Background: an optimization exercise with open tools, aiming at small area. Do not read the settings as production practice. Only simulation tests tie the RTL to the original design; equivalence was not proved. Power figures rest on the tool's default switching activity, not on a simulated workload.

==> design/flow/design.v <==
module mms_sine_rom (
    input  wire [6:0]  i,
    output reg  [14:0] mag
);
    wire [5:0] ni = ~i[5:0];
    wire [6:0] nj;
    assign nj[0] = ~ni[0];
    assign nj[1] = ni[1] ^ ni[0];
    assign nj[2] = ni[2] ^ (&ni[1:0]);
    assign nj[3] = ni[3] ^ (&ni[2:0]);
    assign nj[4] = ni[4] ^ (&ni[3:0]);
    assign nj[5] = ni[5] ^ (&ni[4:0]);
    assign nj[6] = &ni[5:0];
    wire [6:0] j = i[6] ? nj : {1'b0, i[5:0]};
    always @(*) begin
        case (j)
            7'd0: mag = 15'd0;
            7'd1: mag = 15'd804;
            7'd2: mag = 15'd1608;
            7'd3: mag = 15'd2410;
            7'd4: mag = 15'd3212;
            7'd5: mag = 15'd4011;
            7'd6: mag = 15'd4808;
            7'd7: mag = 15'd5602;
            7'd8: mag = 15'd6393;
            7'd9: mag = 15'd7179;
            7'd10: mag = 15'd7962;
            7'd11: mag = 15'd8739;
            7'd12: mag = 15'd9512;
            7'd13: mag = 15'd10278;
            7'd14: mag = 15'd11039;
            7'd15: mag = 15'd11793;
            7'd16: mag = 15'd12539;
            7'd17: mag = 15'd13279;
            7'd18: mag = 15'd14010;
            7'd19: mag = 15'd14732;
            7'd20: mag = 15'd15446;
            7'd21: mag = 15'd16151;
            7'd22: mag = 15'd16846;
            7'd23: mag = 15'd17530;
            7'd24: mag = 15'd18204;
            7'd25: mag = 15'd18868;
            7'd26: mag = 15'd19519;
            7'd27: mag = 15'd20159;
            7'd28: mag = 15'd20787;
            7'd29: mag = 15'd21403;
            7'd30: mag = 15'd22005;
            7'd31: mag = 15'd22594;
            7'd32: mag = 15'd23170;
            7'd33: mag = 15'd23731;
            7'd34: mag = 15'd24279;
            7'd35: mag = 15'd24811;
            7'd36: mag = 15'd25329;
            7'd37: mag = 15'd25832;
            7'd38: mag = 15'd26319;
            7'd39: mag = 15'd26790;
            7'd40: mag = 15'd27245;
            7'd41: mag = 15'd27683;
            7'd42: mag = 15'd28105;
            7'd43: mag = 15'd28510;
            7'd44: mag = 15'd28898;
            7'd45: mag = 15'd29268;
            7'd46: mag = 15'd29621;
            7'd47: mag = 15'd29956;
            7'd48: mag = 15'd30273;
            7'd49: mag = 15'd30571;
            7'd50: mag = 15'd30852;
            7'd51: mag = 15'd31113;
            7'd52: mag = 15'd31356;
            7'd53: mag = 15'd31580;
            7'd54: mag = 15'd31785;
            7'd55: mag = 15'd31971;
            7'd56: mag = 15'd32137;
            7'd57: mag = 15'd32285;
            7'd58: mag = 15'd32412;
            7'd59: mag = 15'd32521;
            7'd60: mag = 15'd32609;
            7'd61: mag = 15'd32678;
            7'd62: mag = 15'd32728;
            7'd63: mag = 15'd32757;
            7'd64: mag = 15'd32767;
            default: mag = 15'd0;
        endcase
    end
endmodule
module mms_div (
    input  wire [22:0] a,
    input  wire [22:0] b,
    input  wire        sub,
    input  wire        cin,
    output wire [22:0] sum
);
    wire [22:0] bx = b ^ {23{sub}};
    wire [23:0] c;
    assign c[0] = cin;
    genvar i;
    generate
        for (i = 0; i < 23; i = i + 1) begin : g_fa
            assign sum[i]   = a[i] ^ bx[i] ^ c[i];
            assign c[i + 1] = (a[i] & bx[i]) | (c[i] & (a[i] ^ bx[i]));
        end
    endgenerate
endmodule
module mms_asc (
    input  wire        clk,
    input  wire        rst,
    input  wire        tick,
    input  wire        cmd_valid,
    input  wire [31:0] cmd_word,
    output wire        ready,
    output wire [31:0] rd_data,
    output wire [15:0] pwm_duty
);
    localparam [2:0] E_IDLE = 3'd0, E_ATTACK = 3'd1, E_DECAY = 3'd2,
                     E_SUSTAIN = 3'd3, E_RELEASE = 3'd4;
    localparam [6:0]
        S_IDLE = 7'd0, S_INIT = 7'd1, S_WR = 7'd2, S_FQ0 = 7'd3,
        S_FQALL = 7'd4, S_FQD1 = 7'd5, W_FQS1 = 7'd6, S_FQS1 = 7'd7,
        S_FQD2 = 7'd8, W_FQS2 = 7'd9, S_FQS2 = 7'd10, S_GE0 = 7'd11,
        S_GE1 = 7'd12, S_GED = 7'd13, S_GE2 = 7'd14, S_GEM = 7'd15,
        S_GE3 = 7'd16, S_GEW = 7'd17, S_WL = 7'd18, W_WLS = 7'd19,
        S_WLS = 7'd20, S_ERR = 7'd21, W_EW = 7'd22, S_EW = 7'd23,
        W_RD = 7'd24, S_RD = 7'd25, W_NON = 7'd26, S_NON = 7'd27,
        S_NOFF = 7'd28, S_FRST = 7'd29, S_TE0 = 7'd30, S_TE1 = 7'd31,
        S_TE2 = 7'd32, S_TE3 = 7'd33, S_EV = 7'd34, S_K1 = 7'd35,
        S_K2 = 7'd36, S_KL = 7'd37, S_EM = 7'd38, S_ED = 7'd39,
        S_EQ1 = 7'd40, S_EQ2 = 7'd41, S_EL = 7'd42, S_EZ = 7'd43,
        S_T1W = 7'd44, S_SC = 7'd45, S_SD = 7'd46, W_LP0 = 7'd47,
        S_LP0 = 7'd48, S_LP1 = 7'd49, S_LPS = 7'd50, S_LP3 = 7'd51,
        S_LP5 = 7'd52, S_LPL = 7'd53, S_GM = 7'd54, S_SAT = 7'd55,
        W_CL1 = 7'd56, S_CL1 = 7'd57, S_CLP = 7'd58, S_CL2 = 7'd59,
        S_CL3 = 7'd60, S_CL4 = 7'd61, S_PM = 7'd62, S_PC = 7'd63,
        S_PK1 = 7'd64, S_PK2 = 7'd65, S_PW = 7'd66, W_NOFF = 7'd67;
    localparam [4:0]
        B_ZERO = 5'd0,  B_E    = 5'd1,  B_M16  = 5'd2,  B_RAW  = 5'd3,
        B_1000 = 5'd4,  B_L    = 5'd5,  B_H    = 5'd6,  B_S    = 5'd7,
        B_REL_UNUSED = 5'd8,  B_125  = 5'd9,  B_GAIN = 5'd10, B_GE9  = 5'd11,
        B_SAT  = 5'd12, B_LPP  = 5'd13, B_THR  = 5'd14, B_PMAX = 5'd15,
        B_PCEN = 5'd16, B_20K  = 5'd17, B_NCMP = 5'd18, B_FREQ = 5'd19,
        B_M4   = 5'd20;
    localparam [1:0] A_H = 2'd0, A_ZERO = 2'd1, A_SHL = 2'd2;
    localparam [1:0] H_HOLD = 2'd0, H_SUM = 2'd1, H_SHR = 2'd2, H_DIVQ = 2'd3;
    localparam [1:0] L_HOLD = 2'd0, L_LDH = 2'd1, L_SHR = 2'd2, L_LDC = 2'd3;
    localparam [3:0] P_LP1 = 4'd14;    
    localparam [3:0] P_THR = 4'd13;    
    reg [7:0]  idx_r;         
    reg [23:0] freq_hz;
    reg [2:0]  wave_sel;
    reg [15:0] noise_lfsr;
    reg [9:0]  env_amp;
    reg [31:0] env_elapsed;
    reg [9:0]  env_rel_start;
    reg [9:0]  sustain_lvl;
    reg [15:0] tb0;
    reg [15:0] tb1;           
    reg [15:0] tb2;           
    reg [9:0]  env_s_lvl;
    reg [7:0]  gain;
    reg [3:0]  lp_shift;
    reg [15:0] pwm_max;
    reg [15:0] pwm_duty_r;
    reg [8:0]  ge;            
    reg [31:0] phase_acc;     
    reg [31:0] phase_inc;
    reg [31:0] err_word;
    reg [15:0] attack_ms;
    reg [15:0] decay_ms;
    reg [15:0] release_ms;
    reg [15:0] sample_out;
    reg [15:0] pwm_center;
    reg [15:0] sc_ctrl;
    reg [15:0] lp_prev;
    reg [2:0]  env_state;
    reg        err;
    reg [2:0]  err_code;
    reg [6:0]  st;
    reg [5:0]  cnt;
    reg [4:0]  ph;
    reg [4:0]  sel;           
    reg        trans, all1, pc, ic, sticky, nm, gt, dsub;
    reg        t1p, t1r;      
    reg [21:0] H;
    reg [15:0] L;
    assign ready    = (st == S_IDLE);
    assign rd_data  = {H[15:0], L};
    assign pwm_duty = pwm_duty_r;
    function [15:0] ring16(input [15:0] r, input [3:0] p);
        ring16 = ({r, r} << p) >> 16;
    endfunction
    function ge24(input [23:0] x, input [23:0] k);
        integer i;
        reg g, e;
        begin
            g = 1'b0;
            e = 1'b1;
            for (i = 23; i >= 0; i = i - 1) begin
                g = g | (e & x[i] & ~k[i]);
                e = e & ~(x[i] ^ k[i]);
            end
            ge24 = g | e;
        end
    endfunction
    function [5:0] inc6(input [5:0] x);
        integer i;
        reg c;
        begin
            c = 1'b1;
            for (i = 0; i < 6; i = i + 1) begin
                inc6[i] = x[i] ^ c;
                c = c & x[i];
            end
        end
    endfunction
    wire [7:0]  op  = cmd_word[31:24];
    wire [23:0] arg = cmd_word[23:0];
    reg        op_known;
    reg        resv_bad;
    reg        range_bad;
    always @(*) begin
        op_known  = 1'b1;
        resv_bad  = 1'b0;
        range_bad = 1'b0;
        case (op)
            8'h00: resv_bad = (arg != 24'd0);
            8'h01: range_bad = (arg == 24'd0);
            8'h02: begin resv_bad = (arg[23:3] != 0); range_bad = arg[2] & (arg[1] | arg[0]); end
            8'h03, 8'h04, 8'h06, 8'h08, 8'h0A, 8'h0B: resv_bad = (arg[23:16] != 0);
            8'h05: begin resv_bad = (arg[23:10] != 0); range_bad = ge24({14'd0, arg[9:0]}, 24'd1001); end
            8'h07: resv_bad = (arg[23:8] != 0);
            8'h09: resv_bad = (arg[23:4] != 0);
            8'h10: resv_bad = (arg[23:1] != 0);
            8'h11, 8'h12: resv_bad = (arg != 24'd0);
            8'h20: begin resv_bad = (arg[23:5] != 0); range_bad = ge24({19'd0, arg[4:0]}, 24'd27); end
            default: op_known = 1'b0;
        endcase
    end
    wire [2:0] cmd_err_code = (op == 8'h80) ? 3'd2 :
                              !op_known     ? 3'd1 :
                              resv_bad      ? 3'd3 :
                              range_bad     ? 3'd4 : 3'd0;
    wire [7:0]  idx = idx_r;
    wire [14:0] sine_mag;
    mms_sine_rom u_rom (.i(idx[6:0]), .mag(sine_mag));
    wire [6:0] tri_v = idx[7] ? ~idx[6:0] : idx[6:0];
    wire [1:0] tri_c = (tri_v == 7'd127) ? 2'd3 :
                       ge24({17'd0, tri_v}, 24'd85) ? 2'd2 :
                       ge24({17'd0, tri_v}, 24'd43) ? 2'd1 : 2'd0;
    reg [15:0] rv;        
    reg        rsub;      
    reg        rneg;      
    always @(*) begin
        case (wave_sel)
            3'd0:    rv = {1'b0, sine_mag};
            3'd1:    rv = idx[7] ? 16'h8000 : 16'h7FFF;
            3'd2:    rv = {idx, idx} ^ 16'h8000;
            3'd3:    rv = {tri_v, tri_v, tri_c} ^ 16'h8000;
            default: rv = noise_lfsr;
        endcase
        rsub = (wave_sel != 3'd0) & rv[15];
        rneg = (wave_sel == 3'd0) ? idx[7] : rv[15];
    end
    wire [15:0] ncomp = ge24(freq_hz, 24'd4001) ? 16'd64000 : {freq_hz[11:0], 4'd0};
    reg  [1:0]  a_sel;
    reg  [4:0]  b_sel;
    reg         bgate, sub, cin;
    reg  [1:0]  h_op, l_op;
    wire [15:0] lpp_v  = ring16(lp_prev, P_LP1);
    wire [15:0] thr_v  = ring16(sc_ctrl, P_THR);
    wire        sym_v  = sc_ctrl[4'd15 - P_THR];
    reg  [21:0] bv;
    always @(*) begin
        case (b_sel)
            B_E:    bv = {1'b0, env_elapsed[20:0]};
            B_M16:  bv = {2'd0, tb0, 4'd0};
            B_M4:   bv = {4'd0, tb0, 2'd0};
            B_RAW:  bv = {{6{rv[15]}}, rv};
            B_1000: bv = 22'd1000;
            B_L:    bv = {6'd0, L};
            B_S:    bv = {12'd0, (env_state == E_RELEASE) ? env_rel_start : env_s_lvl};
            B_125:  bv = 22'd125;
            B_GAIN: bv = {14'd0, gain};
            B_GE9:  bv = {4'd0, ge, 9'd0};
            B_SAT:  bv = H[21] ? 22'h3F8000 : 22'h007FFF;
            B_LPP:  bv = {{6{lpp_v[15]}}, lpp_v};
            B_THR:  bv = {7'd0, thr_v[14:0]};
            B_PMAX: bv = {6'd0, pwm_max};
            B_PCEN: bv = {6'd0, pwm_center};
            B_20K:  bv = 22'd20000;
            B_NCMP: bv = {6'd0, ncomp};
            default: bv = 22'd0;
        endcase
    end
    wire [21:0] bg  = (bgate & ~L[0]) ? 22'd0 : bv;
    wire [22:0] av  = (a_sel == A_ZERO) ? 23'd0 :
                      (a_sel == A_SHL)  ? {H, L[15]} : {shin ? inb : H[21], H};
    wire [22:0] sum;
    mms_div u_add (.a(av), .b({bg[21], bg}), .sub(sub), .cin(cin), .sum(sum));
    wire        pos = ~sum[22];
    function initbit(input [31:0] rv0, input [5:0] w, input [4:0] c);
        reg [31:0] pat;
        begin
            pat = rv0 << (6'd32 - w);
            initbit = pat[c];
        end
    endfunction
    reg en_pa, en_fq, en_ws, en_lf, en_amp, en_el, en_rs,
        en_su, en_t0, en_t1, en_t2, en_sl, en_gn, en_ls,
        en_pm, en_pd, en_ge;
    reg si_pa, si_fq, si_ws, si_lf, si_amp, si_el, si_rs,
        si_su, si_t0, si_t1, si_t2, si_sl, si_gn, si_ls,
        si_pm, si_pd, si_ge;
    reg wr_pi, wr_ew, wr_at, wr_dc, wr_re, wr_so, wr_pce, wr_sc, wr_lp;
    reg wi_pi, wi_ew, wi_at, wi_dc, wi_re, wi_so, wi_pce, wi_sc, wi_lp;
    reg lf_step;
    reg shin, inb;            
    wire c_lt16 = ~cnt[5] & ~cnt[4];
    wire c_lt8  = c_lt16 & ~cnt[3];
    wire c_lt4  = c_lt8 & ~cnt[2];
    wire c_lt3  = c_lt4 & ~(cnt[1] & cnt[0]);
    wire c_lt10 = c_lt16 & ~(cnt[3] & (cnt[2] | cnt[1]));
    wire c_lt11 = c_lt16 & ~(cnt[3] & (cnt[2] | (cnt[1] & cnt[0])));
    wire c_lt24 = ~cnt[5] & ~(cnt[4] & cnt[3]);
    wire c_lt30 = ~cnt[5] & ~(&cnt[4:1]);
    wire       rd_tk = (sel == 5'h0E) | (sel == 5'h0F) | (sel == 5'h11);
    wire [1:0] tk_w  = (sel == 5'h0E) ? 2'd0 : (sel == 5'h0F) ? 2'd1 : 2'd2;
    wire [1:0] tk_r  = (env_state == E_ATTACK) ? 2'd0 :
                       (env_state == E_DECAY || env_state == E_SUSTAIN) ? 2'd1 : 2'd2;
    reg  [1:0] tk_slot;
    always @(*) begin
        case ({tk_w, tk_r})
            4'b00_00, 4'b01_01, 4'b10_10: tk_slot = 2'd0;
            4'b01_00, 4'b10_01, 4'b00_10: tk_slot = 2'd1;
            default:                      tk_slot = 2'd2;
        endcase
    end
    wire tk_t12 = (tk_slot == 2'd0) ? tb0[12] : (tk_slot == 2'd1) ? tb1[12] : tb2[12];
    wire tk_t14 = (tk_slot == 2'd0) ? tb0[14] : (tk_slot == 2'd1) ? tb1[14] : tb2[14];
    wire c_lt20 = ~cnt[5] & ~(cnt[4] & (cnt[3] | cnt[2]));
    wire c_lt18 = ~cnt[5] & ~(cnt[4] & (cnt[3] | cnt[2] | cnt[1]));
    wire tk_x4  = tk_t12 & ~c_lt4 & c_lt20;
    wire tk_x2  = tk_t14 & (|cnt[5:1]) & c_lt18;
    reg  tk_c;
    reg        rd_bit;
    reg        rd_lt;         
    reg        rd_sx;
    wire [10:0] status_w = {err_code, 3'd0, err, 1'b0, env_state};
    always @(*) begin
        rd_lt  = 1'b1;
        rd_sx  = 1'b0;
        rd_bit = 1'b0;
        case (sel)
            5'h00: rd_bit = c_lt11 & status_w[cnt[3:0]];
            5'h01: rd_bit = phase_acc[0];
            5'h02: rd_bit = phase_inc[0];
            5'h03: begin rd_bit = freq_hz[0];     rd_lt = c_lt24; end
            5'h04: begin rd_bit = wave_sel[0];    rd_lt = c_lt3;  end
            5'h05: begin rd_bit = noise_lfsr[0];  rd_lt = c_lt16; end
            5'h06: rd_bit = c_lt3 & env_state[cnt[1:0]];
            5'h07: begin rd_bit = env_amp[0];     rd_lt = c_lt10; end
            5'h08: rd_bit = env_elapsed[0];
            5'h09: begin rd_bit = env_rel_start[0]; rd_lt = c_lt10; end
            5'h0A: begin rd_bit = attack_ms[0];   rd_lt = c_lt16; end
            5'h0B: begin rd_bit = decay_ms[0];    rd_lt = c_lt16; end
            5'h0C: begin rd_bit = sustain_lvl[0]; rd_lt = c_lt10; end
            5'h0D: begin rd_bit = release_ms[0];  rd_lt = c_lt16; end
            5'h0E, 5'h0F, 5'h11: rd_bit = tk_x4 ^ tk_x2 ^ tk_c;
            5'h10: begin rd_bit = env_s_lvl[0];   rd_lt = c_lt10; end
            5'h12: begin rd_bit = gain[0];        rd_lt = c_lt8;  end
            5'h13: begin rd_bit = sc_ctrl[0];     rd_lt = c_lt16; end
            5'h14: begin rd_bit = lp_shift[0];    rd_lt = c_lt4;  end
            5'h15: begin rd_bit = lp_prev[0];     rd_lt = c_lt16; rd_sx = 1'b1; end
            5'h16: begin rd_bit = pwm_max[0];     rd_lt = c_lt16; end
            5'h17: begin rd_bit = pwm_center[0];  rd_lt = c_lt16; end
            5'h18: begin rd_bit = pwm_duty_r[0];  rd_lt = c_lt16; end
            5'h19: begin rd_bit = sample_out[0];  rd_lt = c_lt16; rd_sx = 1'b1; end
            default: rd_bit = err_word[0];
        endcase
    end
    wire rd_on = (st == S_RD) && rd_lt;
    reg [6:0] st_n;
    reg       cnt_clr;
    wire      is_adr = (env_state == E_ATTACK) | (env_state == E_DECAY) |
                       (env_state == E_RELEASE);
    wire      h_ovf = ~((H[21:15] == 7'h00) | (H[21:15] == 7'h7F));
    always @(*) begin
        st_n    = st;
        cnt_clr = 1'b0;
        a_sel   = A_H;
        b_sel   = B_ZERO;
        bgate   = 1'b0;
        sub     = 1'b0;
        cin     = 1'b0;
        h_op    = H_HOLD;
        l_op    = L_HOLD;
        shin    = 1'b0;
        inb     = 1'b0;
        lf_step = 1'b0;
        {en_pa, en_fq, en_ws, en_lf, en_amp, en_el, en_rs,
         en_su, en_t0, en_t1, en_t2, en_sl, en_gn, en_ls,
         en_pm, en_pd, en_ge} = 17'd0;
        {wr_pi, wr_ew, wr_at, wr_dc, wr_re, wr_so, wr_pce, wr_sc, wr_lp} = 9'd0;
        si_pa = phase_acc[0];   si_fq = freq_hz[0];
        si_ws = wave_sel[0];    si_lf = noise_lfsr[0];  si_amp = env_amp[0];
        si_el = env_elapsed[0]; si_rs = env_rel_start[0];
        si_su = sustain_lvl[0];
        si_t0 = tb0[0];        si_t1 = tb1[0];
        si_t2 = tb2[0];        si_sl = env_s_lvl[0];   si_gn = gain[0];
        si_ls = lp_shift[0];
        si_pm = pwm_max[0];     si_pd = pwm_duty_r[0];
        si_ge = ge[0];
        {wi_pi, wi_ew, wi_at, wi_dc, wi_re, wi_so, wi_pce, wi_sc, wi_lp} = 9'd0;
        if (t1r) begin
            si_pa = phase_acc[0] ^ phase_inc[0] ^ pc; en_pa = 1'b1;
            en_lf = (ph == 5'd0); lf_step = 1'b1;
        end
        case (st)
            S_INIT: begin
                {en_pa, en_fq, en_ws, en_lf, en_amp, en_el, en_rs,
                 en_su, en_t0, en_t1, en_t2, en_sl, en_gn, en_ls,
                 en_pm, en_pd, en_ge} = {17{1'b1}};
                {wr_pi, wr_ew, wr_at, wr_dc, wr_re, wr_so, wr_pce, wr_sc, wr_lp} = 9'h1FF;
                si_pa  = 1'b0;  si_fq = 1'b0;  si_ws = 1'b0;
                si_lf  = initbit(32'hACE1, 6'd16, cnt[4:0]);
                si_amp = 1'b0;  si_el = 1'b0;  si_rs = 1'b0;
                si_su  = initbit(32'd700, 6'd10, cnt[4:0]);
                si_t0  = 1'b0;  si_t1 = 1'b0;  si_t2 = 1'b0;  si_sl = 1'b0;
                si_gn  = initbit(32'd128, 6'd8, cnt[4:0]);
                si_ls  = initbit(32'd1, 6'd4, cnt[4:0]);
                si_pm  = initbit(32'd1023, 6'd16, cnt[4:0]);
                si_pd  = initbit(32'd512, 6'd16, cnt[4:0]);
                si_ge  = initbit(32'd128, 6'd9, cnt[4:0]);
                lf_step = 1'b0;
                wi_at  = (ph[3:0] == 4'd1) | (ph[3:0] == 4'd3);                      
                wi_dc  = (ph[3:0] == 4'd1) | (ph[3:0] == 4'd4) | (ph[3:0] == 4'd5);  
                wi_re  = (ph[3:0] == 4'd3) | (ph[3:0] == 4'd6) | (ph[3:0] == 4'd7);  
                wi_pce = (ph[3:0] == 4'd9);                                          
                wi_sc  = (ph[3:0] == 4'd13) | (ph[3:0] == 4'd14);                    
                if (cnt == 6'd31) st_n = S_IDLE;
            end
            S_IDLE: begin
                cnt_clr = 1'b1;
                if (tick) begin
                    st_n = S_TE0;
                end else if (cmd_valid) begin
                    if (cmd_err_code != 3'd0)
                        st_n = S_ERR;
                    else case (op)
                        8'h01, 8'h02, 8'h05, 8'h07,
                        8'h09, 8'h0A: st_n = S_WR;
                        8'h03, 8'h04, 8'h06, 8'h08, 8'h0B: st_n = W_WLS;
                        8'h10: st_n = W_NON;
                        8'h11: st_n = (env_state == E_ATTACK || env_state == E_DECAY ||
                                       env_state == E_SUSTAIN) ? W_NOFF : S_IDLE;
                        8'h12: st_n = S_FRST;
                        8'h20: st_n = W_RD;
                        default: st_n = S_IDLE;
                    endcase
                end
            end
            W_NON:  if (ph[3:0] == 4'd15) st_n = S_NON;
            W_NOFF: if (ph[3:0] == 4'd15) st_n = S_NOFF;
            W_WLS:  if (ph[3:0] == 4'd15) st_n = S_WLS;
            W_EW:   if (ph == 5'd31) st_n = S_EW;
            W_RD:   if (ph == 5'd31) st_n = S_RD;
            W_FQS1: if (ph == 5'd15) st_n = S_FQS1;
            W_FQS2: if (ph == 5'd31) st_n = S_FQS2;
            W_LP0:  if (ph[3:0] == P_LP1 - 4'd2) st_n = S_LP0;
            W_CL1:  if (ph[3:0] == P_THR - 4'd1) st_n = S_CL1;
            S_WR: begin
                h_op = H_SHR; shin = 1'b1; inb = L[0];
                case (sel[3:0])
                    4'h1: begin en_fq = c_lt24; si_fq = L[0]; end
                    4'h2: begin en_ws = c_lt3;  si_ws = L[0]; end
                    4'h5: begin en_su = c_lt10; si_su = L[0]; end
                    4'h7: begin en_gn = c_lt8;  si_gn = L[0]; end
                    4'h9: begin en_ls = c_lt4;  si_ls = L[0]; end
                    default: begin en_pm = c_lt16; si_pm = L[0]; end
                endcase
                if (cnt == 6'd37) begin
                    st_n = (sel[3:0] == 4'h1) ? S_FQ0 :
                           (sel[3:0] == 4'h7) ? S_GE0 : S_IDLE;
                end
            end
            S_WLS: begin
                l_op = L_SHR;
                case (sel[3:0])
                    4'h3:    begin wr_at  = 1'b1; wi_at  = L[0]; end
                    4'h4:    begin wr_dc  = 1'b1; wi_dc  = L[0]; end
                    4'h6:    begin wr_re  = 1'b1; wi_re  = L[0]; end
                    4'h8:    begin wr_sc  = 1'b1; wi_sc  = L[0]; end
                    default: begin wr_pce = 1'b1; wi_pce = L[0]; end
                endcase
                if (cnt == 6'd15) st_n = S_IDLE;
            end
            S_ERR: begin
                st_n = sel[0] ? W_EW : S_EW;
            end
            S_EW: begin
                wr_ew = sel[0]; wi_ew = L[0];
                h_op = H_SHR; shin = 1'b1;               
                if (cnt == 6'd31) st_n = S_IDLE;
            end
            S_RD: begin
                h_op = H_SHR; shin = 1'b1;
                inb = ~cnt[5] & (rd_on ? rd_bit : (rd_sx & H[21]));
                en_pa = ~cnt[5]; en_fq = c_lt24; en_ws = c_lt30; en_lf = ~cnt[5];
                en_amp = c_lt30; en_el = ~cnt[5]; en_rs = c_lt30; en_su = c_lt30;
                en_t0 = ~cnt[5]; en_t1 = 1'b1; en_t2 = 1'b1; en_sl = c_lt30;
                en_gn = ~cnt[5]; en_ls = ~cnt[5]; en_pm = ~cnt[5]; en_pd = ~cnt[5];
                if (cnt == 6'd37) st_n = S_IDLE;
            end
            S_NON: begin
                en_t0 = 1'b1; si_t0 = attack_ms[0];
                en_t1 = 1'b1; si_t1 = decay_ms[0];
                en_t2 = 1'b1; si_t2 = release_ms[0];
                en_sl = c_lt30; si_sl = sustain_lvl[0]; en_su = en_sl;
                en_el = 1'b1; si_el = 1'b0;
                en_amp = c_lt30; si_amp = 1'b0;
                wr_lp = sel[0];
                if (cnt == 6'd31) st_n = S_IDLE;
            end
            S_NOFF: begin
                en_rs = c_lt30; si_rs = env_amp[0]; en_amp = en_rs;
                en_el = 1'b1; si_el = 1'b0;
                if (c_lt16 || env_state == E_ATTACK) begin
                    en_t0 = 1'b1; en_t1 = 1'b1; en_t2 = 1'b1;
                    si_t0 = tb1[0]; si_t1 = tb2[0]; si_t2 = tb0[0];
                end
                if (cnt == 6'd31) st_n = S_IDLE;
            end
            S_FRST: begin
                wr_lp = 1'b1;
                if (cnt == 6'd15) st_n = S_IDLE;
            end
            S_FQ0: begin
                a_sel = A_ZERO; h_op = H_SUM;           
                st_n = ge24(freq_hz, 24'd20000) ? S_FQALL : S_FQD1;
            end
            S_FQALL: begin
                wr_pi = 1'b1; wi_pi = 1'b1;
                if (cnt == 6'd31) st_n = S_GE0;
            end
            S_FQD1, S_FQD2: begin
                a_sel = A_SHL; b_sel = B_20K; sub = ~H[21]; cin = ~H[21]; h_op = H_DIVQ;
                if (cnt == ((st == S_FQD1) ? 6'd31 : 6'd15)) begin
                    st_n = (st == S_FQD1) ? W_FQS1 : W_FQS2;
                end
            end
            S_FQS1, S_FQS2: begin
                wr_pi = 1'b1; wi_pi = L[0]; l_op = L_SHR;
                if (cnt == 6'd15) st_n = (st == S_FQS1) ? S_FQD2 : S_GE0;
            end
            S_GE0: begin
                a_sel = A_ZERO; b_sel = B_NCMP; h_op = H_SUM;
                st_n = S_GE1;
            end
            S_GE1: begin
                l_op = L_LDH; a_sel = A_ZERO; h_op = H_SUM;
                st_n = S_GED;
            end
            S_GED: begin
                a_sel = A_SHL; b_sel = B_125; sub = ~H[21]; cin = ~H[21]; h_op = H_DIVQ;
                if (cnt == 6'd12) st_n = S_GE2;
            end
            S_GE2: begin
                a_sel = A_ZERO; h_op = H_SUM;
                st_n = S_GEM;
            end
            S_GEM: begin
                b_sel = B_GAIN; bgate = 1'b1; h_op = H_SHR;
                if (cnt == 6'd6) st_n = S_GE3;
            end
            S_GE3: begin
                b_sel = B_GAIN; h_op = H_SUM;
                st_n = S_GEW;
            end
            S_GEW: begin
                en_ge = 1'b1; si_ge = H[0]; h_op = H_SHR;
                if (cnt == 6'd8) st_n = S_IDLE;
            end
            S_TE0: begin
                a_sel = A_ZERO; b_sel = B_E; h_op = H_SUM;
                st_n = S_TE1;
            end
            S_TE1: begin
                b_sel = B_M16; sub = 1'b1; cin = 1'b1; h_op = H_SUM;
                st_n = S_TE2;
            end
            S_TE2: begin
                b_sel = B_M4; sub = 1'b1; cin = 1'b1;    
                st_n = S_TE3;
            end
            S_TE3: begin
                st_n = (trans || !is_adr) ? S_EV : S_K1;
            end
            S_EV: begin
                a_sel = A_ZERO; h_op = H_SUM;
                b_sel = (env_state == E_SUSTAIN) ? B_S :
                        (env_state == E_DECAY)   ? B_1000 : B_ZERO;
                st_n = S_EL;
            end
            S_K1: begin
                a_sel = A_ZERO; h_op = H_SUM;
                case (env_state)
                    E_ATTACK: b_sel = B_1000;
                    E_DECAY:  begin b_sel = B_S; sub = 1'b1; cin = 1'b1; end
                    default:  b_sel = B_S;
                endcase
                st_n = (env_state == E_DECAY) ? S_K2 : S_KL;
            end
            S_K2: begin
                b_sel = B_1000; h_op = H_SUM;
                st_n = S_KL;
            end
            S_KL: begin
                l_op = L_LDH; a_sel = A_ZERO; h_op = H_SUM;
                st_n = S_EM;
            end
            S_EM: begin
                b_sel = B_E; bgate = 1'b1; cin = L[0]; h_op = H_SHR;
                if (cnt == 6'd9) st_n = S_ED;
            end
            S_ED: begin
                if (!cnt[0]) begin
                    a_sel = A_SHL; b_sel = B_M16; sub = ~H[21]; cin = ~H[21]; h_op = H_SUM;
                end else begin
                    b_sel = B_M4; sub = dsub; cin = dsub; h_op = H_DIVQ;
                end
                if (cnt == 6'd19) st_n = (env_state == E_ATTACK) ? S_EZ : S_EQ1;
            end
            S_EQ1: begin
                a_sel = A_ZERO; b_sel = B_L; sub = 1'b1; cin = 1'b1; h_op = H_SUM;
                st_n = S_EQ2;
            end
            S_EQ2: begin
                b_sel = (env_state == E_DECAY) ? B_1000 : B_S; h_op = H_SUM;
                st_n = S_EL;
            end
            S_EL: begin
                l_op = L_LDH; a_sel = A_ZERO; h_op = H_SUM;
                st_n = S_T1W;
            end
            S_EZ: begin
                a_sel = A_ZERO; h_op = H_SUM;
                st_n = S_T1W;
            end
            S_T1W: begin
                if (!t1p && !t1r) st_n = S_SC;
            end
            S_SC: begin
                b_sel = B_RAW; bgate = 1'b1; sub = rsub; cin = rsub; h_op = H_SHR;
                en_amp = c_lt10; si_amp = L[0];
                en_el = trans | ~all1;
                si_el = trans ? 1'b0 : (env_elapsed[0] ^ ic);
                if (cnt == 6'd15) st_n = S_SD;
            end
            S_SD: begin
                a_sel = A_SHL; b_sel = B_1000; sub = ~H[21]; cin = ~H[21]; h_op = H_DIVQ;
                en_el = trans | ~all1;
                si_el = trans ? 1'b0 : (env_elapsed[0] ^ ic);
                if (cnt == 6'd15) begin st_n = W_LP0; end
            end
            S_LP0: begin
                a_sel = A_ZERO; b_sel = B_L; sub = rneg; cin = rneg; h_op = H_SUM;
                st_n = S_LP1;
            end
            S_LP1: begin
                b_sel = B_LPP; sub = 1'b1; cin = 1'b1; h_op = H_SUM;
                st_n = S_LPS;
            end
            S_LPS: begin
                if (!ge24({20'd0, cnt[3:0]}, {20'd0, lp_shift}) && !cnt[4]) h_op = H_SHR;
                if (cnt == 6'd29) st_n = S_LP3;
            end
            S_LP3: begin
                cin = sticky & ~H[21]; h_op = H_SUM;
                st_n = S_LP5;
            end
            S_LP5: begin
                b_sel = B_LPP; h_op = H_SUM;
                st_n = S_LPL;
            end
            S_LPL: begin
                l_op = L_LDH; a_sel = A_ZERO; h_op = H_SUM;
                st_n = S_GM;
            end
            S_GM: begin
                b_sel = B_GE9; bgate = 1'b1; sub = (cnt == 6'd15); cin = sub; h_op = H_SHR;
                wr_lp = 1'b1; wi_lp = L[0];
                if (trans && env_state == E_DECAY) begin    
                    en_t0 = 1'b1; en_t1 = 1'b1; en_t2 = 1'b1;
                    si_t0 = tb1[0]; si_t1 = tb2[0]; si_t2 = tb0[0];
                end
                if (cnt == 6'd15) st_n = S_SAT;
            end
            S_SAT: begin
                if (h_ovf) begin
                    a_sel = A_ZERO; b_sel = B_SAT; h_op = H_SUM;
                end
                st_n = W_CL1;
            end
            S_CL1: begin
                b_sel = B_THR; sub = ~(sym_v & H[21]);   
                st_n = S_CLP;
            end
            S_CLP: begin
                if (cnt == 6'd14) st_n = S_CL2;
            end
            S_CL2: begin
                if (gt) begin
                    b_sel = B_THR; sub = nm; h_op = H_SHR;
                end
                st_n = S_CL3;
            end
            S_CL3: begin
                if (gt & nm) begin
                    cin = 1'b1; h_op = H_SUM;
                end
                st_n = S_CL4;
            end
            S_CL4: begin
                l_op = L_LDH; a_sel = A_ZERO; h_op = H_SUM;
                st_n = S_PM;
            end
            S_PM: begin
                b_sel = B_PMAX; bgate = 1'b1; sub = (cnt == 6'd15); cin = sub; h_op = H_SHR;
                wr_so = 1'b1; wi_so = L[0];
                if (cnt == 6'd15) st_n = S_PC;
            end
            S_PC: begin
                b_sel = B_PCEN; h_op = H_SUM;
                st_n = S_PK1;
            end
            S_PK1: begin
                if (H[21]) begin
                    a_sel = A_ZERO; h_op = H_SUM;
                end else begin
                    b_sel = B_PMAX; sub = 1'b1;         
                end
                st_n = S_PK2;
            end
            S_PK2: begin
                if (gt) begin
                    a_sel = A_ZERO; b_sel = B_PMAX; h_op = H_SUM;
                end
                st_n = S_PW;
            end
            S_PW: begin
                en_pd = 1'b1; si_pd = H[0]; h_op = H_SHR;
                if (cnt == 6'd15) st_n = S_IDLE;
            end
            default: st_n = S_IDLE;
        endcase
        if (st_n != st) cnt_clr = 1'b1;
    end
    always @(posedge clk) begin
        if (rst) begin
            st        <= S_INIT;
            cnt       <= 6'd0;
            ph        <= 5'd0;
            env_state <= E_IDLE;
            err       <= 1'b0;
            err_code  <= 3'd0;
            t1p       <= 1'b0;
            t1r       <= 1'b0;
        end else begin
            st     <= st_n;
            cnt    <= cnt_clr ? 6'd0 : inc6(cnt);
            ph     <= inc6({1'b0, ph});
            if (st == S_IDLE && !tick && cmd_valid) begin
                sel <= (op == 8'h20 || op == 8'h10) ? arg[4:0] : {1'b0, op[3:0]};
                if (cmd_err_code != 3'd0) begin
                    sel <= {4'd0, ~err};
                    if (!err) begin
                        err      <= 1'b1;
                        err_code <= cmd_err_code;
                    end
                end
            end
            if (st == S_NON)  env_state <= E_ATTACK;
            if (st == S_NOFF && cnt == 6'd31) env_state <= E_RELEASE;
            if (st == S_TE3 && trans)
                env_state <= (env_state == E_ATTACK) ? E_DECAY :
                             (env_state == E_DECAY)  ? E_SUSTAIN : E_IDLE;
            if (st == S_TE2) t1p <= 1'b1;
            if (ph == 5'd31) begin
                if (t1p) begin t1p <= 1'b0; t1r <= 1'b1; end
                else           t1r <= 1'b0;
            end
        end
    end
    always @(posedge clk) begin
        if (st == S_TE2) begin
            trans <= is_adr & ((|env_elapsed[31:21]) | pos | (&sum));
            all1  <= &env_elapsed;
            ic    <= 1'b1;
        end
        if (st == S_SC || st == S_SD) ic <= ic & env_elapsed[0];
        if (ph == 5'd31) pc <= 1'b0;
        else if (t1r) pc <= (phase_acc[0] & phase_inc[0]) | (pc & (phase_acc[0] ^ phase_inc[0]));
        if (st == S_ED && !cnt[0]) dsub <= ~H[21];
        if (st == S_LP1) sticky <= 1'b0;
        tk_c <= (st == S_RD) & ((tk_x4 & tk_x2) | (tk_c & (tk_x4 ^ tk_x2)));
        if (st == S_LPS && h_op == H_SHR) sticky <= sticky | H[0];
        if (st == S_CL1) begin
            nm <= sym_v & H[21];
            gt <= pos ^ (sym_v & H[21]);
        end
        if (st == S_PK1) gt <= ~H[21] & pos;
    end
    wire cmd_acc = (st == S_IDLE) && !tick && cmd_valid;
    always @(posedge clk) begin
        if (cmd_acc) begin
            H <= {6'd0, cmd_word[31:16]};
            L <= cmd_word[15:0];
        end else begin
            case (h_op)
                H_SUM, H_DIVQ: H <= sum[21:0];
                H_SHR:         H <= sum[22:1];
                default: ;
            endcase
            if (h_op == H_SHR)       L <= {sum[0], L[15:1]};
            else if (h_op == H_DIVQ) L <= {L[14:0], pos};
            else if (l_op == L_LDH)  L <= H[15:0];
            else if (l_op == L_SHR)  L <= {1'b0, L[15:1]};
        end
    end
    always @(posedge clk) begin
        if (t1r && ph[4:3] == 2'b11) idx_r <= {si_pa, idx_r[7:1]};
        if (en_fq)  freq_hz       <= {si_fq,  freq_hz[23:1]};
        if (en_ws)  wave_sel      <= {si_ws,  wave_sel[2:1]};
        if (en_lf)  noise_lfsr    <= {si_lf,  noise_lfsr[15:1]} ^
                                     ((lf_step & noise_lfsr[0]) ? 16'h3400 : 16'h0000);
        if (en_amp) env_amp       <= {si_amp, env_amp[9:1]};
        if (en_el)  env_elapsed   <= {si_el,  env_elapsed[31:1]};
        if (en_rs)  env_rel_start <= {si_rs,  env_rel_start[9:1]};
        if (en_su)  sustain_lvl   <= {si_su,  sustain_lvl[9:1]};
        if (en_t0)  tb0          <= {si_t0,  tb0[15:1]};
        if (en_sl)  env_s_lvl     <= {si_sl,  env_s_lvl[9:1]};
        if (en_gn)  gain          <= {si_gn,  gain[7:1]};
        if (en_ls)  lp_shift      <= {si_ls,  lp_shift[3:1]};
        if (en_pm)  pwm_max       <= {si_pm,  pwm_max[15:1]};
        if (en_pd)  pwm_duty_r    <= {si_pd,  pwm_duty_r[15:1]};
        if (en_ge)  ge            <= {si_ge,  ge[8:1]};
    end
    always @(posedge clk) begin
        phase_acc  <= {en_pa  ? si_pa  : phase_acc[0],  phase_acc[31:1]};
        phase_inc  <= {wr_pi  ? wi_pi  : phase_inc[0],  phase_inc[31:1]};
        err_word   <= {wr_ew  ? wi_ew  : err_word[0],   err_word[31:1]};
        attack_ms  <= {wr_at  ? wi_at  : attack_ms[0],  attack_ms[15:1]};
        decay_ms   <= {wr_dc  ? wi_dc  : decay_ms[0],   decay_ms[15:1]};
        release_ms <= {wr_re  ? wi_re  : release_ms[0], release_ms[15:1]};
        sample_out <= {wr_so  ? wi_so  : sample_out[0], sample_out[15:1]};
        pwm_center <= {wr_pce ? wi_pce : pwm_center[0], pwm_center[15:1]};
        sc_ctrl    <= {wr_sc  ? wi_sc  : sc_ctrl[0],    sc_ctrl[15:1]};
        lp_prev    <= {wr_lp  ? wi_lp  : lp_prev[0],    lp_prev[15:1]};
        tb1        <= {en_t1  ? si_t1  : tb1[0],        tb1[15:1]};
        tb2        <= {en_t2  ? si_t2  : tb2[0],        tb2[15:1]};
    end
endmodule
==> design/flow/flow/run.sh <==
#!/bin/bash
# Standard layout, with buf_1 as the port buffer cell, clkbuf_8 leaf clock buffers, no dummy loads.
set -e
export BUFFER_PORTS_ARGS="-buffer_cell sky130_fd_sc_hd__buf_1"
export CTS_ARGS="-sink_clustering_enable -repair_clock_nets -sink_clustering_size 16 -sink_clustering_max_diameter 60 -sink_clustering_buffer sky130_fd_sc_hd__clkbuf_8 -dont_use_dummy_load"
bash standard.sh > standard.log 2>&1
==> design/flow/standard.sh <==
#!/bin/bash
# synth_recipe.tcl (not shown) runs the flow's synth.tcl, then flattens the netlist and writes it again
# the make line also repeats each setting of config.mk as NAME=value (left out here)
make -C /OpenROAD-flow-scripts/flow DESIGN_CONFIG=/design/flow/config.mk WORK_HOME=/design/flow/orfs CLKGATE_MAP_FILE= SYNTH_SCRIPT=/design/flow/synth_recipe.tcl "${@:-finish}"
==> design/flow/config.mk <==
export PLATFORM = sky130hd
export DESIGN_NAME = mms_asc
export DESIGN_NICKNAME = mms_asc
export VERILOG_FILES = /design/flow/design.v
export SDC_FILE = /design/flow/constraint.sdc
export NUM_CORES = 4
export LEC_CHECK = 0
export ABC_AREA = 1
export CAP_MARGIN = 20
export CORE_MARGIN = 2
export CORE_UTILIZATION = 60
export CTS_CLUSTER_DIAMETER = 76
export CTS_CLUSTER_SIZE = 26
export HOLD_SLACK_MARGIN = 0
export PLACE_DENSITY = 0.68
export SLEW_MARGIN = 20
==> design/flow/constraint.sdc <==
create_clock -name core_clock -period 25.0 [get_ports {clk}]
set_input_delay 5.0000 -clock core_clock [delete_from_list [all_inputs] [get_ports {clk}]]
set_output_delay 5.0000 -clock core_clock [all_outputs]
set_load 0.01 [all_outputs]
==> flow_metrics.env, run 1 <==
export IMPL_drive_gt1_frac=0.04828
export IMPL_reg2reg_to="trans"
export IMPL_rsz0062_at_grt="false"
export IMPL_ios=85
export IMPL_critPathLaunch="idx_r[0]"
export IMPL_clock_root_buffer="clkbuf_16"
export IMPL_dp_worst_setup_slack_ps=11830
export IMPL_p_clk_frac=0.133
export IMPL_swShare=0.4368
export IMPL_wl_per_cell_um=26.07
export IMPL_gp_congestion=1.073
export IMPL_hp_start="phase_inc[1]"
export IMPL_drv_slew=0
export IMPL_die_h_um=205.5
export IMPL_cp_arrival_ps=13900
export IMPL_synth_nets=3006
export IMPL_skew_ps=57.02
export IMPL_fin_crit_sh=0.5389
export IMPL_path_max_fanout=16
export IMPL_r2r_start="idx_r[0]"
export IMPL_clkSinkCount=511
export IMPL_clockBufferDepth=3
export IMPL_max_slew_worst_pin_slew_ps=1207
export IMPL_ys_ff_latch=511
export IMPL_intPower_mw=1.916
export IMPL_grt_pass1_vias=21640
export IMPL_initialDrtViolationCount=3775
export IMPL_p_per_area_mw_per_mm2=132.6
export IMPL_power_switching_mw=1.486
export IMPL_cts_clk_slew_worst_paths_ps=90
export IMPL_coreArea_sq_mm=0.03991
export IMPL_max_slew_margin=0.1881
export IMPL_firstDrtPassIters=10
export IMPL_min_path_type="reg -> reg"
export IMPL_initial_utilization=0.6103
export IMPL_crit_buf_inv=8
export IMPL_fin_crit_ps=13470
export IMPL_numPortBuffers=84
export IMPL_ctsHoldBuffers=0
export IMPL_critPathMaxStageDelay_ps=680
export IMPL_yosys_warnings=2
export IMPL_syn2layout_area_growth_pct=5.358
export IMPL_overflow=0
export IMPL_totalWireLength_um=90970
export IMPL_r2r_slack_ps=11530
export IMPL_viasPerCell=6.600
export IMPL_clock_fmax_ghz=0.07422
export IMPL_seqPwrFrac=0.485
export IMPL_dieWidth_um=205.5
export IMPL_crit_top_cell="fa_1"
export IMPL_r2r_cells=51
export IMPL_dieArea_sq_mm=0.04222
export IMPL_netlist_instances=2913
export IMPL_ir_drop_uv=76.24
export IMPL_end_kind="flop"
export IMPL_ant_nets=0
export IMPL_crit_type="reg -> reg"
export IMPL_antenna_found_initial=9
export IMPL_cts_tree="done"
export IMPL_status="finished clean"
export IMPL_min_to="phase_inc[0]"
export IMPL_synthFlopType="dfxtp_1"
export IMPL_synth_area_sq_mm=0.02436
export IMPL_track_usage=0.4297
export IMPL_dpl_hpwl_um=69210
export IMPL_setup_viol=0
export IMPL_cp_required_ps=25430
export IMPL_hold_viol_final=0
export IMPL_worstSkewPairLatency_ps=590
export IMPL_grt_max_degree=41
export IMPL_route_detailed_drc=0
export IMPL_num_vias=23040
export IMPL_setup_ws_ps=11530
export IMPL_synth_edf_count=236
export IMPL_grt_pass1_wl_um=133600
export IMPL_synthArstFlopShare=0
export IMPL_utilization=0.6430
export IMPL_htreeDepth=2
export IMPL_tns_ps=0
export IMPL_p_leak_nw=11.01
export IMPL_synth_seq_area_share=0.5170
export IMPL_final_nets=3057
export IMPL_numCtsBuffers=45
export IMPL_post_cts_resized=0
export IMPL_combPwrFrac=0.382
export IMPL_cts_setup_buffers=0
export IMPL_critPathTopFamily="adder cells"
export IMPL_maxCapViolations=0
export IMPL_critPathLaunchType="flop"
export IMPL_final_common_cell="nand2_1"
export IMPL_layout_common_cells="nand2_1 (679), nor2_1 (380), dfxtp_1 (275)"
export IMPL_syn_area_per_cell_sq_um=8.362
export IMPL_cp_slowest_cell="nor2_1"
export IMPL_fp_row_count=73
export IMPL_holdPathStages=0
export IMPL_netlist_cell_type_count=63
export IMPL_path_depth=51
export IMPL_fillers=3319
==> worst register-to-register path: cells and delay by family, from the launching register on <==
kind	cells	cell delay, ps
adder cells (fa/ha/maj)	24	8380
flip-flops	1	660
AO/OA/AOI/OAI	3	500
buffers and inverters	8	1200
AND/OR/NAND/NOR	16	2590
==> state kept, by name (all words and copies together) (netlist names), 22 cells and up <==
name and cells:
H 22, env_elapsed 32, err_word 32, freq_hz 24
phase_acc 32, phase_inc 32
==> cell usage after synthesis (all sizes together), types with 9 or more instances <==
cell type / instances / area [sq um]
nand3b: 9 / 67.56
ha: 33 / 412.9
xnor2: 11 / 96.34
o211ai: 33 / 247.7
edfxtp: 236 / 7087
mux2: 9 / 101.4
nand3: 239 / 1234
clkbuf: 48 / 181.4
o21ai: 168 / 844.6
buf: 50 / 317.8
nor3: 57 / 290.3
nand2: 693 / 2641
nor4: 15 / 106.4
a22oi: 16 / 120.1
o22ai: 20 / 125.1
dfxtp: 275 / 5505
fa: 24 / 480.5
a221oi: 12 / 105.1
a21oi: 108 / 551.8
nand4: 77 / 481.7
inv: 289 / 1085
nor2: 399 / 1560
a22o: 9 / 78.83
o221ai: 19 / 166.4
==> through the flow <==
| stage | instance area (sq um) | power [mW] | hold slack (ps) | cells |
|---|---|---|---|---|
| finish | 25660 | 3.403 | 310.7 | 3490 |
| global route | 25660 | 3.517 | 291.4 | 3487 |
| CTS | 25650 | 3.309 | 296.9 | 3486 |
| detailed placement | 24970 | 2.864 | 312.1 | 3441 |
| global placement | 24970 | 2.802 | 309.5 | 3441 |
| floorplan | 24360 | 2.331 | 309.6 | 2913 |
==> worst max-delay path by stage <==
stage                       end  slack [ps]
after global routing      trans       11020
after CTS                 trans       11790
after detailed placement  trans       11830
after global placement    trans       12250
after floorplan           trans       13460
final                     trans       11530
==> metal layers <==
layer / GRT usage / wire (um) / up-vias
li1: - / - / 9886
met2: 0.6433 / 38610 / 1937
met1: 0.5548 / 33130 / 10710
met4: 0.2377 / 6269 / 10
met3: 0.1337 / 12900 / 492
met5: 0 / 68 / -
==> power by group through the flow <==
stage	sequential, mW	combinational, mW	clock, mW
6_report	1.65	1.30	0.453
5_1_grt	1.66	1.38	0.474
4_1_cts	1.63	1.23	0.445
3_5_place_dp	1.64	1.22	0
3_3_place_gp	1.61	1.19	0
2_1_floorplan	1.52	0.815	0
==> cell type report <==
cell class                 instances  area (sq um)  area share
sequential                       511         12590      0.4907
clock buffer                      45         675.6     0.02633
antenna                            3         7.507   0.0002925
timing repair buffer             102         450.4     0.01755
inverter                         294          1104     0.04300
tap                              525         656.9     0.02560
multi-input combinational       2010         10180      0.3966
==> cells by family after synthesis <==
kind of cell               count (synthesis)  share of synthesized area
xor gates and xnor gates                  17                   0.006112
and+or+nand+nor                         1502                     0.2656
AOI/OAI and AO/OA                        425                     0.1047
DFF                                      511                     0.5170
adders and majority gates                 57                    0.03668
buffers and inverters                    392                    0.06580
muxes                                      9                   0.004161
==> run 2, diff against run 1 <==
--- a/design/flow/config.mk
+++ b/design/flow/config.mk
@@ -8,9 +8,7 @@
 export ABC_AREA = 1
 export CAP_MARGIN = 20
 export CORE_MARGIN = 2
-export CORE_UTILIZATION = 60
-export CTS_CLUSTER_DIAMETER = 76
-export CTS_CLUSTER_SIZE = 26
+export CORE_UTILIZATION = 64
 export HOLD_SLACK_MARGIN = 0
-export PLACE_DENSITY = 0.68
+export PLACE_DENSITY = 0.72
 export SLEW_MARGIN = 20
==> run 2 against run 1 <==
Non-clock buffer count decreased by 3. Cell area decreased by 0.33%. Total power is 2.6% lower. Clock power is 5.1% lower.
==> flow_metrics.env, run 2 <==
export IMPL_status="finished clean"
export IMPL_clock_root_buffer="clkbuf_16"
export IMPL_path_max_fanout=16
export IMPL_ctsHoldBuffers=0
export IMPL_p_per_area_mw_per_mm2=129.5
export IMPL_firstDrtPassIters=8
export IMPL_crit_type="reg -> reg"
export IMPL_dieArea_sq_mm=0.03964
export IMPL_fin_cells=3468
export IMPL_cp_required_ps=25440
export IMPL_synthArstFlopShare=0
export IMPL_die_h_um=199.1
export IMPL_top_layer="met5"
export IMPL_critPathLaunchType="flop"
export IMPL_netlist_instances=2913
export IMPL_grt_max_degree=41
export IMPL_ant_nets=0
export IMPL_post_cts_resized=0
export IMPL_synth_edf_count=236
export IMPL_numCtsBuffers=42
export IMPL_cts_setup_buffers=0
export IMPL_grt_pass1_wl_um=126600
export IMPL_synth_area_top_cells="edfxtp_1 (29%), dfxtp_1 (23%), nand2_1 (10%)"
export IMPL_dpl_hpwl_um=64860
export IMPL_final_common_cell="nand2_1"
export IMPL_max_slew_worst_pin_slew_ps=1172
export IMPL_yosys_warnings=2
export IMPL_ios=85
export IMPL_max_slew_margin=0.2107
export IMPL_dr_wl_met3_um=12070
export IMPL_maxCapViolations=0
export IMPL_place_inst=3425
export IMPL_dieWidth_um=199.1
export IMPL_yosys_area_share_simple=0.2656
export IMPL_path_depth=51
export IMPL_syn_area_per_cell_sq_um=8.362
export IMPL_htreeDepth=2
export IMPL_num_vias=22790
export IMPL_critPathTopFamily="adder cells"
export IMPL_wl_met2_um=36810
export IMPL_final_nets=3051
export IMPL_intPower_mw=1.897
export IMPL_cp_arrival_ps=13880
export IMPL_dp_worst_setup_slack_ps=12000
export IMPL_cp_slowest_cell="edfxtp_1"
export IMPL_fin_crit_ps=13430
export IMPL_setup_viol=0
export IMPL_rsz0062_at_grt="false"
export IMPL_viasPerCell=6.572
export IMPL_initial_utilization=0.6482
export IMPL_gp_congestion=1.077
export IMPL_clkSinkCount=511
export IMPL_crit_top_cell="fa_1"
export IMPL_numPortBuffers=84
export IMPL_fin_crit_sh=0.5373
export IMPL_grt_pass1_vias=21500
export IMPL_synth_nets=3006
export IMPL_synth_common_cells="nand2_1 (679), nor2_1 (382), dfxtp_1 (275), inv_1 (270), edfxtp_1 (236)"
export IMPL_critPathMaxStageDelay_ps=670
export IMPL_synth_seq_area_share=0.5170
export IMPL_hold_viol_final=0
export IMPL_crit_buf_inv=8
export IMPL_drive_gt1_frac=0.04635
export IMPL_yosysMostFrequentCell="nand2_1"
export IMPL_syn2layout_area_growth_pct=5.008
export IMPL_swShare=0.4272
export IMPL_place_area_sq_mm=0.02494
export IMPL_synth_xor_area_frac=0.006113
export IMPL_layout_common_cells="nand2_1 (678), nor2_1 (381), dfxtp_1 (275)"
export IMPL_end_kind="flop"
export IMPL_clockBufferDepth=3
export IMPL_power_mw=3.313
export IMPL_holdPathStages=0
export IMPL_synth_top_area_share=0.2909
export IMPL_totalWireLength_um=85230
export IMPL_initialDrtViolationCount=3570
export IMPL_overflow=0
export IMPL_cts_clk_slew_worst_paths_ps=110
export IMPL_synthAdderAreaFrac=0.03668
export IMPL_r2r_cells=51
export IMPL_skew_ps=87.41
export IMPL_drv_slew=0
export IMPL_synth_area_mux_share=0.004161
export IMPL_power_switching_mw=1.415
export IMPL_antenna_found_initial=2
export IMPL_combPwrFrac=0.375
export IMPL_wl_per_cell_um=24.58
export IMPL_netlist_cell_type_count=63
export IMPL_coreArea_sq_mm=0.03758
export IMPL_track_usage=0.4294
export IMPL_cts_tree="done"
export IMPL_synth_compound_area_frac=0.1047
export IMPL_min_path_type="reg -> reg"
export IMPL_synthFlopType="dfxtp_1"
export IMPL_utilization=0.6807
export IMPL_yosys_area_top_type="edfxtp_1"
export IMPL_p_clk_frac=0.130
export IMPL_worstSkewPairLatency_ps=560
export IMPL_clock_fmax_ghz=0.07445
export IMPL_p_leak_nw=10.97
export IMPL_fp_row_count=71
export IMPL_ys_ff_latch=511
export IMPL_ir_drop_uv=74.16
export IMPL_wl_met1_um=29620
export IMPL_seqPwrFrac=0.495
export IMPL_holdWs_ps=298.0
export IMPL_synth_top_family_by_area="simple AND/OR/NAND/NOR gates"
export IMPL_synth_area_sq_mm=0.02436
export IMPL_tns_ps=0
export IMPL_fin_area_sq_mm=0.02558
export IMPL_setup_ws_ps=11570
export IMPL_route_detailed_drc=0
-- run 2: changes by cell type in the layout (fill, tap and decap cells not counted), sizes merged --
| cell | previous run | this run |
|---|---|---|
| buf | 101 | 99 |
| diode | 3 | 1 |
| clkbuf | 46 | 42 |
-- run 2: path summary, 6_finish.rpt --
kind | endpoint | slack [ps] | startpoint
min reg2reg | err_word[11] | 300 | err_word[12]
max | trans | 11570 | idx_r[0]
max reg2reg | trans | 11570 | idx_r[0]
min | err_word[11] | 300 | err_word[12]
-- run 2: logic make-up (layout without fill, tap and decap cells) --
group | after synthesis | in the layout
fa+ha+maj | 57 | 57
buf+inv | 392 | 435
compound gates | 425 | 425
simple gates | 1502 | 1502
mux | 9 | 9
other cells | 0 | 1
flops | 511 | 511
xor+xnor | 17 | 17
-- run 2: per-layer routing --
layer / global-route usage / vias to the layer above
met4: 0.2604 / 2
met2: 0.6638 / 2036
li1: - / 9877
met3: 0.1315 / 531
met5: 0 / -
met1: 0.5300 / 10340
-- run 2: power groups by stage --
stage	sequential [mW]	combinational [mW]	clock, mW
finish	1.64	1.24	0.430
CTS	1.62	1.19	0.429
global placement	1.61	1.14	0
global route	1.66	1.33	0.455
detailed placement	1.64	1.18	0
floorplan	1.52	0.815	0
-- run 2: area by class of cell --
cell class	instances	area, sq um
multi-input combinational	2010	10180
fill	2951	12000
antenna	1	2.502
inverter	294	1104
timing repair buffer	99	427.9
tap	511	639.4
sequential	511	12590
clock buffer	42	634.4
==> run 3, diff against run 2 <==
==> design/flow/flow/run.sh (replaced) <==
#!/bin/bash
# Standard layout, with buf_1 as the port buffer cell, clkbuf_8 leaf clock buffers, no dummy loads.
set -e
export BUFFER_PORTS_ARGS="-buffer_cell sky130_fd_sc_hd__buf_1"
export CTS_ARGS="-sink_clustering_enable -repair_clock_nets -sink_clustering_size 10 -sink_clustering_max_diameter 40 -sink_clustering_buffer sky130_fd_sc_hd__clkbuf_4 -dont_use_dummy_load"
bash standard.sh > standard.log 2>&1
--- a/design/flow/config.mk
+++ b/design/flow/config.mk
@@ -8,7 +8,9 @@
 export ABC_AREA = 1
 export CAP_MARGIN = 20
 export CORE_MARGIN = 2
-export CORE_UTILIZATION = 64
+export CORE_UTILIZATION = 60
+export CTS_CLUSTER_DIAMETER = 76
+export CTS_CLUSTER_SIZE = 26
 export HOLD_SLACK_MARGIN = 0
-export PLACE_DENSITY = 0.72
+export PLACE_DENSITY = 0.68
 export SLEW_MARGIN = 20
==> run 3 against run 2 <==
Routed wire length rose by 5.9%. Combinational power increased by 4%. Clock skew down 4.1 ps. Total power rose by 2.9%. Cell count grew 1.5%. Critical endpoint unchanged. Die area up 6.5%. Critical path depth unchanged. Global-route usage rose by 0.14 points. Core utilization fell by 3.6 points. Hold slack lost 4.9 ps. Sequential power about the same. First-iteration DRC count grew 10%.
==> flow_metrics.env, run 3 <==
export IMPL_status="finished clean"
export IMPL_synth_area_top_cells="edfxtp_1 (29%), dfxtp_1 (23%), nand2_1 (10%)"
export IMPL_crit_top_cell="fa_1"
export IMPL_gp_congestion=1.073
export IMPL_syn2layout_area_growth_pct=5.573
export IMPL_yosys_warnings=2
export IMPL_grt_max_degree=41
export IMPL_p_leak_nw=11.08
export IMPL_fp_row_count=73
export IMPL_dieWidth_um=205.5
export IMPL_r2r_cells=51
export IMPL_totalWireLength_um=90240
export IMPL_critPathMaxStageDelay_ps=680
export IMPL_seqPwrFrac=0.484
export IMPL_ant_nets=0
export IMPL_clock_root_buffer="clkbuf_16"
export IMPL_worstSkewPairLatency_ps=600
export IMPL_ctsHoldBuffers=0
export IMPL_setup_viol=0
export IMPL_clock_fmax_ghz=0.07505
export IMPL_end_kind="flop"
export IMPL_reg2reg_to="trans"
export IMPL_holdWs_ps=293.0
export IMPL_route_detailed_drc=0
export IMPL_crit_type="reg -> reg"
export IMPL_yosysMostFrequentCell="nand2_1"
export IMPL_die_h_um=205.5
export IMPL_synth_area_sq_mm=0.02436
export IMPL_htreeDepth=3
export IMPL_max_slew_worst_pin_slew_ps=1236
export IMPL_clockBufferDepth=3
export IMPL_grt_pass1_vias=21860
export IMPL_initial_utilization=0.6103
export IMPL_coreArea_sq_mm=0.03991
export IMPL_initialDrtViolationCount=3928
export IMPL_combPwrFrac=0.379
export IMPL_numCtsBuffers=76
export IMPL_ir_drop_uv=77.86
export IMPL_max_slew_margin=0.1659
export IMPL_fin_crit_sh=0.5330
export IMPL_synth_top_area_share=0.2909
export IMPL_dieArea_sq_mm=0.04222
export IMPL_critPathLaunchType="flop"
export IMPL_wl_met1_um=32890
export IMPL_cp_arrival_ps=13750
export IMPL_wl_met2_um=38510
export IMPL_num_vias=23020
export IMPL_antenna_found_initial=8
export IMPL_min_to="phase_acc[7]"
export IMPL_synthArstFlopShare=0
export IMPL_netlist_instances=2913
export IMPL_synth_common_cells="nand2_1 (679), nor2_1 (382), dfxtp_1 (275), inv_1 (270), edfxtp_1 (236)"
export IMPL_power_mw=3.410
export IMPL_ios=85
export IMPL_p_per_area_mw_per_mm2=132.6
export IMPL_cp_slowest_cell="nor2_1"
export IMPL_place_area_sq_mm=0.02497
export IMPL_r2r_slack_ps=11680
export IMPL_clkSinkCount=511
export IMPL_fin_crit_ps=13320
export IMPL_cts_setup_buffers=0
export IMPL_intPower_mw=1.924
export IMPL_viasPerCell=6.537
export IMPL_cp_required_ps=25430
export IMPL_top_layer="met5"
export IMPL_path_max_fanout=16
export IMPL_synthFlopType="dfxtp_1"
export IMPL_final_common_cell="nand2_1"
export IMPL_grt_pass1_wl_um=133700
export IMPL_min_path_type="reg -> reg"
export IMPL_final_nets=3088
export IMPL_track_usage=0.4308
export IMPL_synth_edf_count=236
export IMPL_ys_ff_latch=511
export IMPL_synth_seq_area_share=0.5170
export IMPL_overflow=0
export IMPL_p_clk_frac=0.137
export IMPL_swShare=0.4358
export IMPL_yosys_area_top_type="edfxtp_1"
export IMPL_firstDrtPassIters=9
export IMPL_post_cts_resized=0
export IMPL_tns_ps=0
export IMPL_hp_start="phase_acc[8]"
export IMPL_r2r_start="idx_r[0]"
export IMPL_wl_per_cell_um=25.63
export IMPL_dpl_hpwl_um=69210
export IMPL_drv_slew=0
export IMPL_numPortBuffers=84
export IMPL_netlist_cell_type_count=63
export IMPL_dr_wl_met3_um=12680
export IMPL_power_switching_mw=1.486
export IMPL_maxCapViolations=0
export IMPL_skew_ps=83.29
export IMPL_hold_viol_final=0
export IMPL_syn_area_per_cell_sq_um=8.362
export IMPL_drive_gt1_frac=0.05814
export IMPL_cts_clk_slew_worst_paths_ps=100
export IMPL_synth_nets=3006
export IMPL_layout_common_cells="nand2_1 (679), nor2_1 (380), dfxtp_1 (275)"
export IMPL_cts_tree="done"
export IMPL_rsz0062_at_grt="false"
export IMPL_fin_area_sq_mm=0.02572
export IMPL_holdPathStages=0
==> run 3: cell counts after synthesis <==
Identical to the previous run, type by type.
==> run 3: worst max-delay path by stage <==
stage | from | end | slack (ps) | depth (start not counted)
6_report | idx_r[0] | trans | 11680 | 51
5_1_grt | idx_r[0] | trans | 11050 | 51
4_1_cts | idx_r[0] | trans | 11810 | 51
3_5_place_dp | idx_r[0] | trans | 11830 | 51
3_3_place_gp | idx_r[0] | trans | 12250 | 51
2_1_floorplan | idx_r[0] | trans | 13460 | 53
==> run 3: critical path, delay by kind of cell, from the launching register on <==
kind            cells  cell delay (ps)
compound gates      3              440
fa+ha+maj          24             8340
buf+inv             8             1170
flops               1              650
simple gates       16             2580
==> run 3: logic make-up (layout without fill, tap and decap cells) <==
group	Yosys count	count (layout)	share of synthesized area
adders and majority gates	57	57	0.03668
xor gates and xnor gates	17	17	0.006112
muxes	9	9	0.004161
DFF	511	511	0.5170
AOI/OAI and AO/OA	425	425	0.1047
other	0	3	0
and+or+nand+nor	1502	1502	0.2656
buffers and inverters	392	472	0.06580
==> run 3: area by class of cell <==
class | count | area [sq um]
Antenna cell | 3 | 7.507
Sequential cell | 511 | 12590
Multi-Input combinational cell | 2010 | 10180
Clock buffer | 76 | 728.2
Tap cell | 525 | 656.9
Inverter | 294 | 1104
Fill cell | 3332 | 14200
Timing Repair Buffer | 102 | 450.4
==> run 3: stage by stage <==
| step | std cells | utilization | setup WS (ps) |
|---|---|---|---|
| 2_1_floorplan | 2913 | - | 13460 |
| 3_3_place_gp | 3441 | 0.6256 | 12250 |
| 3_5_place_dp | 3441 | 0.6257 | 11830 |
| 4_1_cts | 3517 | 0.6439 | 11810 |
| 5_1_grt | 3518 | 0.6441 | 11050 |
| 6_report | 3521 | 0.6443 | 11680 |
==> run 3: power groups by stage <==
stage	Clock [mW]	Sequential, mW	Combinational [mW]
finish	0.467	1.65	1.29
global route	0.496	1.66	1.37
CTS	0.466	1.63	1.23
detailed placement	0	1.64	1.22
global placement	0	1.61	1.19
floorplan	0	1.52	0.815
==> run 3: per-layer routing <==
| layer | vias to the layer above | GRT usage |
|---|---|---|
| met5 | - | 0 |
| met4 | 12 | 0.2359 |
| met3 | 468 | 0.1448 |
| met2 | 1957 | 0.6400 |
| met1 | 10610 | 0.5545 |
| li1 | 9972 | - |

-- static timing again, ports no longer ideal --
How much do the figures lean on ideal ports? The routed layouts below were timed once more, with nothing changed but the port constraints. Step 1 sets driving cells, clkbuf_16 on the clock port and buf_2 on the other inputs (assumed; they add their load-dependent delay and slew). Step 2 adds t to the input delays and takes it off the output delays; t is the mean of the earliest and latest rising clock arrival at the registers after step 1. Input paths then give back, and output paths get back, about the clock's delay inside the block. Slacks: ideal / step 1 / step 2; pairs: ideal / step 1.
run	shift t [ns]	slack for setup (ns)	slew at the worst register clock pin (ns)	pins driven straight from the clock port
run 1	0.619	11.527 / 11.527 / 11.527	0.11 / 0.11	1
run 2	0.584	11.568 / 11.568 / 11.568	0.11 / 0.11	1
run 3	0.612	11.675 / 11.675 / 11.675	0.11 / 0.11	1
After both steps setup and hold are still met in every run listed.
